From an optimization exercise on the open Yosys and OpenROAD flow, aimed at small area, a short achievable clock period and few clock cycles per item; shortcuts taken in it are not production practice. RTL that was checked went through simulation tests only; none was proved equivalent to the original.

// echo_engine
module echo_engine (
    input  wire        clk,
    input  wire        rst,         
    input  wire        cfg_we,
    input  wire [4:0]  cfg_addr,
    input  wire [31:0] cfg_wdata,
    output reg         cfg_err,     
    input  wire        in_valid,
    output wire        in_ready,
    input  wire [1:0]  in_op,       
    input  wire [15:0] in_data,
    output wire        out_valid,
    input  wire        out_ready,
    output wire [15:0] out_data
);
For scale: about 3400 cells after synthesis, roughly 1500 flip-flops, about 79 I/O pins.
==> flow/config.mk <==
export PLATFORM = sky130hd
export DESIGN_NAME = echo_engine
export DESIGN_NICKNAME = echo_engine
export VERILOG_FILES = /design/flow/design.v
export SDC_FILE = /design/flow/constraint.sdc
export NUM_CORES = 4
export LEC_CHECK = 0
export CAP_MARGIN = 20
export CORE_MARGIN = 2
export CORE_UTILIZATION = 40
export CTS_CLUSTER_DIAMETER = 70
export CTS_CLUSTER_SIZE = 24
export PLACE_DENSITY = 0.6
export SLEW_MARGIN = 20
==> flow/constraint.sdc <==
create_clock -name core_clock -period 10.5 [get_ports {clk}]
set_input_delay 2.1000 -clock core_clock [delete_from_list [all_inputs] [get_ports {clk}]]
set_output_delay 2.1000 -clock core_clock [all_outputs]
set_load 0.01 [all_outputs]
standard.sh (not shown) runs the stock make flow with config.mk's settings and CLKGATE_MAP_FILE= SYNTH_SCRIPT=/design/flow/synth_recipe.tcl, a recipe that flattens the netlist after the stock synthesis.
==> flow/flow/run.sh <==
#!/bin/bash
set -euo pipefail
MARGIN=$(cat flow/margin.txt)
bash standard.sh SETUP_SLACK_MARGIN=$MARGIN finish > flow_make.log 2>&1
==> flow/flow/margin.txt <==
6.0
Rerun with:
==> flow/run.sh (new file) <==
#!/bin/bash
# synth_recipe.tcl (not shown) runs the flow's synth.tcl, then flattens the netlist and writes it again
# the make line also repeats each setting of config.mk as NAME=value (left out here)
make -C /OpenROAD-flow-scripts/flow DESIGN_CONFIG=/design/flow/config.mk WORK_HOME=/design/flow/orfs CLKGATE_MAP_FILE= SYNTH_SCRIPT=/design/flow/synth_recipe.tcl finish
- SETUP_SLACK_MARGIN: unset -> 5
removed: flow/flow/run.sh
removed: flow/flow/margin.txt
removed: flow/standard.sh
Worst setup slack got worse by 0.92 ns.
Die area is unchanged.
Count of clock-buffer cells in the layout stays the same.
Rerun with:
==> flow/flow/run.sh (new file) <==
#!/bin/bash
set -euo pipefail
MARGIN=$(cat flow/margin.txt)
bash standard.sh SETUP_SLACK_MARGIN=$MARGIN finish > flow_make.log 2>&1
==> flow/flow/margin.txt (new file) <==
6.6
==> flow/standard.sh (new file) <==
#!/bin/bash
# synth_recipe.tcl (not shown) runs the flow's synth.tcl, then flattens the netlist and writes it again
# the make line also repeats each setting of config.mk as NAME=value (left out here)
make -C /OpenROAD-flow-scripts/flow DESIGN_CONFIG=/design/flow/config.mk WORK_HOME=/design/flow/orfs CLKGATE_MAP_FILE= SYNTH_SCRIPT=/design/flow/synth_recipe.tcl "${@:-finish}"
- CTS_CLUSTER_DIAMETER: 70 -> 60
- CTS_CLUSTER_SIZE: 24 -> 32
- SETUP_SLACK_MARGIN: 5 -> unset
removed: flow/run.sh
After rerunning:
- count of clock-buffer cells in the layout is higher by 3
- setup slack gains 1.1 ns
- hold slack stays flat
- routed wire length grows by a few percent
Rerun with:
- CTS_CLUSTER_DIAMETER: 60 -> 70
- CTS_CLUSTER_SIZE: 32 -> 24
After rerunning:
- worst setup slack gets better by 0.032 ns
- non-clock buffer count climbs by 16
- sequential share of layout area increases by 0.68 points
No functional check of the RTL was part of any run of this note.

Another version of the RTL of echo_engine (not shown whole).
Size: roughly 1500 flip-flops, ~79 I/O pins, about 57000 sq um of cells after synthesis.
export LEC_CHECK = 0
export CAP_MARGIN = 20
export CORE_MARGIN = 2
export CORE_UTILIZATION = 40
export PLACE_DENSITY = 0.6
export SLEW_MARGIN = 20
create_clock -name core_clock -period 10.5 [get_ports {clk}]
==> flow/flow/run.sh <==
#!/bin/bash
set -euo pipefail
MARGIN=$(cat flow/margin.txt)
bash standard.sh SETUP_SLACK_MARGIN=$MARGIN finish > flow_make.log 2>&1
==> flow/flow/margin.txt <==
7.2
Testbench counts at the start, summed over its fixed seeds: cycles 32,976, items 32,000.
Next try:
--- a/flow/config.mk
+++ b/flow/config.mk
@@ -10,0 +11,2 @@
+export CTS_CLUSTER_DIAMETER = 70
+export CTS_CLUSTER_SIZE = 24
The changed run finished clean.
Global-route usage went down by 0.44 points.
Non-clock buffer count went down by 25.
Utilization went down by 1.6 points.
Next try:
--- a/flow/config.mk
+++ b/flow/config.mk
@@ -10 +10 @@
-export CORE_UTILIZATION = 40
+export CORE_UTILIZATION = 55
@@ -13 +13 @@
-export PLACE_DENSITY = 0.6
+export PLACE_DENSITY = 0.7
=>
- clock skew goes down by 15 ps
- hold slack gains 8.8 ps
Next try:
==> flow/flow/margin.txt (replaced) <==
6.3
--- a/flow/config.mk
+++ b/flow/config.mk
@@ -10 +10 @@
-export CORE_UTILIZATION = 55
+export CORE_UTILIZATION = 40
@@ -13 +13 @@
-export PLACE_DENSITY = 0.7
+export PLACE_DENSITY = 0.6
The changed run passed the timing, DRC and antenna checks.
Cell area decreases by 1.2%.
Cell count increases by 8.5%.
Synthesized area does not change.
Via count decreases by 3.3%.
Routed wire length decreases by 0.78%.
Synthesized cell count stays the same.
Die area increases by 37%.
Sequential share of layout area increases by 0.71 points.

Another version of the RTL of echo_engine (not shown whole).
For scale: about 3,700 cells after synthesis, ~1,500 flip-flops, roughly 79 I/O pins, ~59,000 um2 of cells after synthesis.
Design echo_engine, start of the top module:
module echo_engine (
    input  wire        clk,
    input  wire        rst,         
    input  wire        cfg_we,
    input  wire [4:0]  cfg_addr,
    input  wire [31:0] cfg_wdata,
    output reg         cfg_err,     
    input  wire        in_valid,
    output wire        in_ready,
    input  wire [1:0]  in_op,       
    input  wire [15:0] in_data,
    output wire        out_valid,
    input  wire        out_ready,
    output wire [15:0] out_data
);
clock: 10.5 ns
lec_check: 0
cap_margin: 20
core_margin: 2
core_utilization: 40
cts_cluster_diameter: 70
cts_cluster_size: 24
place_density: 0.6
slew_margin: 20
==> flow/flow/run.sh <==
#!/bin/bash
# Standard ORFS layout through the standard.sh (the standard synthesis script, so
# the same registers), with these changes to how the layout is made:
#  - clock tree synthesis without dummy loads;
#  - buf_4 cells as the port buffers;
#  - no full or half adder cells from synthesis (abc maps the adders as plain gates).
set -euo pipefail
MARGIN=$(cat flow/margin.txt)
bash standard.sh SETUP_SLACK_MARGIN=$MARGIN \
  "CTS_ARGS=-sink_clustering_enable -repair_clock_nets -sink_clustering_size 24 -sink_clustering_max_diameter 70 -dont_use_dummy_load" \
  "BUFFER_PORTS_ARGS=-buffer_cell sky130_fd_sc_hd__buf_4" \
  ADDER_MAP_FILE= \
  finish > flow_make.log 2>&1
==> flow/flow/margin.txt <==
7.05
The baseline completed without violations.
Testbench counts at the start, summed over its fixed seeds: cycles 32,976, items 32,000.
Rerun with:
==> flow/flow/run.sh (replaced) <==
#!/bin/bash
set -euo pipefail
MARGIN=$(cat flow/margin.txt)
bash standard.sh SETUP_SLACK_MARGIN=$MARGIN \
  "CTS_ARGS=-sink_clustering_enable -repair_clock_nets -sink_clustering_size 24 -sink_clustering_max_diameter 70 -dont_use_dummy_load" \
  "BUFFER_PORTS_ARGS=-buffer_cell sky130_fd_sc_hd__buf_2" \
  finish > flow_make.log 2>&1
==> flow/flow/margin.txt (replaced) <==
6.6
The new run completed with no timing, DRC or antenna violations.
Cell area went down by about 5.6%.
Clock skew went down by 0.071 ns.
Synthesized cell count went down by 12%.
Worst hold slack gets better by 0.063 ns.
Worst setup slack gets worse by 0.55 ns.
Register-to-register slack gets worse by 0.55 ns.
Via count went down by 12%.
Count of clock-buffer cells in the layout went down by 2.
Rerun with:
==> flow/flow/run.sh (replaced) <==
#!/bin/bash
set -euo pipefail
MARGIN=$(cat flow/margin.txt)
bash standard.sh SETUP_SLACK_MARGIN=$MARGIN \
  "CTS_ARGS=-sink_clustering_enable -repair_clock_nets -sink_clustering_size 24 -sink_clustering_max_diameter 70 -dont_use_dummy_load" \
  "BUFFER_PORTS_ARGS=-buffer_cell sky130_fd_sc_hd__buf_4" \
  ADDER_MAP_FILE= \
  finish > flow_make.log 2>&1
Outcome: Via count rises by 12%; die area rises by about 2.4%; non-clock buffer count rises by 12.
Rerun with:
==> flow/flow/run.sh (replaced) <==
#!/bin/bash
# Standard ORFS layout through the standard.sh (the standard synthesis script, so
# the same registers), with these changes to how the layout is made:
#  - clock tree synthesis without dummy loads;
#  - buf_4 cells as the port buffers;
#  - no full or half adder cells from synthesis (abc maps the adders as plain gates).
set -euo pipefail
MARGIN=$(cat flow/margin.txt)
bash standard.sh SETUP_SLACK_MARGIN=$MARGIN \
  "CTS_ARGS=-sink_clustering_enable -repair_clock_nets -sink_clustering_size 30 -sink_clustering_max_diameter 70 -dont_use_dummy_load" \
  "BUFFER_PORTS_ARGS=-buffer_cell sky130_fd_sc_hd__buf_4" \
  ADDER_MAP_FILE= \
  finish > flow_make.log 2>&1
==> flow/flow/margin.txt (replaced) <==
6.9
After rerunning:
- non-clock buffer count increases by 41
- final area increases by 1.6%
- sequential share of layout area decreases by 0.98 points
- synthesized cell count stays the same
- routed wire length decreases by 1.9%
- worst setup slack improves by 0.20 ns
- first-iteration DRC count decreases by 9.7%
- via count hardly moves
- die area is unchanged
- critical path depth increases by 3

## JK
Another version of the RTL of echo_engine (not shown whole).
Size: ~3200 cells after synthesis, ~79 I/O pins, roughly 55000 um^2 of cells after synthesis.
## echo_engine
module echo_engine (
    input  wire        clk,
    input  wire        rst,         
    input  wire        cfg_we,
    input  wire [4:0]  cfg_addr,
    input  wire [31:0] cfg_wdata,
    output reg         cfg_err,     
    input  wire        in_valid,
    output wire        in_ready,
    input  wire [1:0]  in_op,       
    input  wire [15:0] in_data,
    output wire        out_valid,
    input  wire        out_ready,
    output wire [15:0] out_data
);
    localparam RING_DEPTH  = 64;
    localparam TABLE_DEPTH = 16;
    localparam OP_DELAY = 2'd0;
    localparam OP_TABLE = 2'd1;
    localparam OP_PRBS  = 2'd2;
    localparam OP_NOISE = 2'd3;
    localparam A_CAPACITY    = 5'd0;
    localparam A_NOISE_LEVEL = 5'd1;
    localparam A_LFSR        = 5'd2;
    localparam A_LCG_SEED    = 5'd3;
    localparam A_TABLE_LEN   = 5'd4;
    localparam A_RESTART     = 5'd5;
    localparam A_LCGSTEP     = 5'd6;
    function [30:0] rotl;
        input [30:0] v;
        input integer k;
        begin
            rotl = (v << k) | (v >> (31 - k));
        end
    endfunction
    function [61:0] csa;     
        input [30:0] x, y, z;
        reg [30:0] c;
        begin
            c   = (x & y) | (x & z) | (y & z);
            csa = {x ^ y ^ z, c[29:0], c[30]};
        end
    endfunction
    function [30:0] add_eac;
        input [30:0] x, y;
        reg [30:0] p, g, gp, pp, gn, pn, c;
        integer k, d;
        begin
            p  = x ^ y;
            g  = x & y;
            gp = g;
            pp = p;
            for (d = 1; d < 31; d = d * 2) begin
                gn = gp;
                pn = pp;
                for (k = d; k < 31; k = k + 1) begin
                    gn[k] = gp[k] | (pp[k] & gp[k-d]);
                    pn[k] = pp[k] & pp[k-d];
                end
                gp = gn;
                pp = pn;
            end
            c[0] = gp[30];
            for (k = 1; k < 31; k = k + 1)
  ...
clock: 10.5 ns
lec_check: 0
abc_clock_period_in_ps: 3000
cap_margin: 20
core_margin: 2
core_utilization: 40
place_density: 0.6
setup_slack_margin: 5
slew_margin: 20
run.sh (not shown) runs the stock make flow with config.mk's settings and CLKGATE_MAP_FILE= SYNTH_SCRIPT=/design/flow/synth_recipe.tcl, a recipe that flattens the netlist after the stock synthesis.
Stock flow here: none of the scripts above is used.
Setup changes, JK to MS
Settings: removing SETUP_SLACK_MARGIN (formerly 5).
==> flow/flow/run.sh (new file) <==
#!/bin/bash
set -euo pipefail
MARGIN=$(cat flow/margin.txt)
bash standard.sh SETUP_SLACK_MARGIN=$MARGIN finish > flow_make.log 2>&1
==> flow/flow/margin.txt (new file) <==
7.2
==> flow/standard.sh (new file) <==
#!/bin/bash
# synth_recipe.tcl (not shown) runs the flow's synth.tcl, then flattens the netlist and writes it again
# the make line also repeats each setting of config.mk as NAME=value (left out here)
make -C /OpenROAD-flow-scripts/flow DESIGN_CONFIG=/design/flow/config.mk WORK_HOME=/design/flow/orfs CLKGATE_MAP_FILE= SYNTH_SCRIPT=/design/flow/synth_recipe.tcl "${@:-finish}"
removed: flow/run.sh
- Sort MS and JK by total routed wirelength asc -> top: JK
- Compared with JK, in MS clock latency at the later pin of the worst-skew pair has remained practically unchanged, smallest setup slack after layout went up 0.38 ns.
Function was not checked in any run of this note: the RTL went through the layout flow alone.

==> static timing again, ports no longer ideal <==
Ports are ideal in the flow. The routed layouts listed here were re-timed in OpenROAD. Step 1: set_driving_cell puts a clkbuf_16 on clk and a buf_2 on each other input, an assumption about the parent block. Step 2 also shifts input and output timing later by t, the mid clock arrival at the registers, as if the neighbouring blocks saw the same clock. Three values: ideal, step 1, step 2; two values: the first two.
run	t, ns	slack for setup (ns)	worst setup path at the end	worst register clock-pin slew, ns	worst slew at a driven data input, ns
the first run of note 1	0.796	6.114 / 6.114 / 5.405	input to register	0.10 / 0.10	0.12
the second run of note 1	0.796	5.195 / 5.247 / 4.450	input to register	0.09 / 0.09	0.12
the third run of note 1	0.790	6.330 / 6.330 / 5.708	input to register	0.10 / 0.10	0.16
the fourth run of note 1	0.788	6.363 / 6.363 / 5.627	input to register	0.10 / 0.10	0.16
the first run of note 2	0.844	6.154 / 6.179 / 5.335	input to register	0.07 / 0.07	0.07
the second run of note 2	0.806	6.331 / 6.331 / 5.600	input to register	0.10 / 0.10	0.05
the third run of note 2	0.754	6.231 / 6.231 / 5.588	input to register	0.09 / 0.09	0.20
the fourth run of note 2	0.789	6.307 / 6.305 / 5.565	input to register	0.09 / 0.09	0.07
the first run of note 3	0.757	6.959 / 6.880 / 6.391	input to register	0.09 / 0.09	0.12
the second run of note 3	0.756	6.408 / 6.408 / 6.029	input to register	0.09 / 0.09	0.08
the third run of note 3	0.758	6.715 / 6.715 / 5.985	input to register	0.09 / 0.09	0.12
the fourth run of note 3	0.754	6.919 / 6.889 / 6.283	input to register	0.11 / 0.11	0.14
JK	0.831	4.992 / 4.992 / 4.309	input to register	0.07 / 0.07	0.12
MS	0.839	5.373 / 5.373 / 5.373	register to register	0.07 / 0.07	0.13
After both steps every run listed still meets setup and hold. For the first run of note 2, which loses most, drivers alone change the setup slack by +0.025 ns; drivers and shift together by -0.819 ns.
